From an optimization exercise on the open Yosys and OpenROAD flow, aimed at small area, a short achievable clock period and few clock cycles per item; shortcuts taken in it are not production practice. RTL that was checked went through simulation tests only; none was proved equivalent to the original. Power figures rest on the tool's default switching activity, not on a simulated workload.

Setup of purple:
// blackhole_core
module blackhole_core (
    input  wire        clk,
    input  wire        rst,
    input  wire        cmd_valid,
    input  wire [31:0] cmd_word,
    output wire        cmd_ready,
    output wire        busy,
    input  wire [2:0]  sr_sel,
    output reg  [31:0] sr_data,
    output wire        map_req,
    output wire [1:0]  map_space,
    output wire [31:0] map_size,
    input  wire        map_ok,
    input  wire        map_fail,
    output wire        rd_req,
    output wire [1:0]  rd_space,
    output wire [31:0] rd_addr,
    input  wire        rd_ack,
    input  wire [7:0]  rd_data,
    output wire        wr_req,
    output wire [1:0]  wr_sink,
    output wire [3:0]  wr_len,
    output wire [63:0] wr_data,
    input  wire        wr_ack,
    input  wire [3:0]  wr_accepted,
    input  wire        wr_fail
);
    localparam [2:0] PH_START = 3'd0, PH_DONE = 3'd4, PH_FAILED = 3'd5;
    localparam [2:0] E_IO = 3'd1, E_SIZE = 3'd2, E_LEN = 3'd3, E_CRC = 3'd4,
                     E_INDEX = 3'd5;
  ...
export LEC_CHECK = 0
export CAP_MARGIN = 20
export CORE_MARGIN = 2
export CORE_UTILIZATION = 40
export CTS_BUF_LIST = sky130_fd_sc_hd__clkbuf_4 sky130_fd_sc_hd__clkbuf_8
export PLACE_DENSITY = 0.6
export SETUP_SLACK_MARGIN = 3.5
export SLEW_MARGIN = 20
export SYNTH_HIERARCHICAL = 1
create_clock -name core_clock -period 8.0 [get_ports {clk}]
standard.sh (not shown) runs the stock make flow with config.mk's settings and CLKGATE_MAP_FILE= SYNTH_SCRIPT=/design/flow/synth_recipe.tcl, a recipe that flattens the netlist after the stock synthesis.
==> flow/flow/run.sh <==
#!/bin/bash
# The standard layout, with the port buffers made of buf_1 cells (the
# standard flow's buffer_ports picks clkdlybuf4s50_1, which is larger and
# slower); repair may still resize them.
set -euo pipefail
export BUFFER_PORTS_ARGS="-buffer_cell sky130_fd_sc_hd__buf_1"
bash standard.sh > standard.log 2>&1
purple finished every step from synthesis to the final layout, and the layout passed the timing, DRC and antenna checks.
Testbench counts of purple, summed over its fixed seeds: cycles 20,438, bytes 5,372.
The following lists how orange was set up differently from purple:
diff --git a/flow/design.v b/flow/design.v
--- a/flow/design.v
+++ b/flow/design.v
@@ -79,30 +79,33 @@
     reg [7:0]  obuf  [0:6];
     reg [7:0]  slot7;         
     reg [7:0]  obyte;         
     reg        lofold;        
     reg        mdef;          
     reg [2:0]  wsel;
     reg [3:0]  wlen;
     reg        f_lt0, f_lt1, f_exit, lastf;
     reg        lenok, vshort, vempty, vexit, seq, in_vhm;
     wire [3:0] w_op = cmd_word[31:28];
-    wire       w_reset;
+    wire       w_reset, ready_int, w_reset_unused;
     wire idle = (st == S_IDLE);
     assign busy = !idle;
     wire rdy_asm   = idle && (asm_cnt != 2'd0);
     wire rdy_start = idle && (phase == PH_START);
     wire rdy_df    = idle && ((phase == PH_DONE) || (phase == PH_FAILED));
     blackhole_cmd_ready u_rdy (
         .w(cmd_word), .rdy_asm(rdy_asm), .rdy_start(rdy_start), .rdy_df(rdy_df),
-        .ready(cmd_ready), .w_reset(w_reset));
-    wire take  = cmd_valid && cmd_ready;
+        .ready(cmd_ready), .w_reset(w_reset_unused));
+    blackhole_cmd_ready u_rdy_int (
+        .w(cmd_word), .rdy_asm(rdy_asm), .rdy_start(rdy_start), .rdy_df(rdy_df),
+        .ready(ready_int), .w_reset(w_reset));
+    wire take  = cmd_valid && ready_int;
     wire take0 = take && (asm_cnt == 2'd0);
     wire takex = take && (asm_cnt != 2'd0);
     wire take_rst = cmd_valid && !rdy_asm && (rdy_start || rdy_df) && w_reset;
     assign map_req   = (st[4:3] == 2'b01);
     assign rd_req    = (st[4:3] == 2'b10);
     assign wr_req    = (st[4:3] == 2'b11);
     wire   sp_obs    = (st == S_VM1) || (st == S_VHO) || (st == S_VRO);
     wire   sp_map    = (st == S_VM2) || (st == S_VHM) || (st == S_VRM);
     assign map_space = {sp_map, sp_obs};
     assign rd_space  = {sp_map, sp_obs};
## What came out
Taking purple as the reference point, the global routing usage summed across all routing layers of orange falls by 0.85 points.
Summary — count of non-CTS buffers in the layout, orange relative to purple: higher, by 1.8%.
purple was routed with fewer vias than orange.
| global routing usage on met3 | orange vs purple | 0.87 points lower |
Looking at worst-case reg-to-reg path depth, orange sits 2 higher than purple does.
As far as combinational power is concerned, orange and purple perform about the same.
Compare orange and purple | routed metal-1 wirelength lower: orange
In terms of post-synthesis adder-cell area fraction, orange and purple differ only marginally.
orange: relative area change from synthesis to final layout is 0.28 points lower than what purple reported.
Re total congestion overflow: no difference whatsoever between orange and purple.
No functional check of the RTL was part of orange.

afterwards: timing with drivers on the ports:
Ports are ideal in the flow. The routed layouts listed here were re-timed in OpenROAD. Step 1 sets driving cells, clkbuf_16 on the clock port and buf_2 on the other inputs (assumed; they add their load-dependent delay and slew). Step 2 times the ports against the registers' clock, not the clock port: input delays grow and output delays shrink by t, the midpoint of the rising clock arrivals with the driver on. a / b / c = no drivers / after step 1 / after step 2; a / b = the first two.
run	t (ns)	slack for setup (ns)	hold WS [ns]	latest minus earliest clock arrival (ns)	worst register clock-pin slew, ns
purple	0.734	3.241 / 3.176 / 2.870	0.458 / 0.458 / 0.458	0.058 / 0.058	0.07 / 0.07
orange	0.736	3.218 / 3.150 / 2.891	0.456 / 0.456 / 0.456	0.041 / 0.041	0.07 / 0.07
After both steps setup and hold are still met in every run listed. The setup slack of purple, which loses most, moves by -0.065 ns with the drivers and by -0.371 ns with both steps.
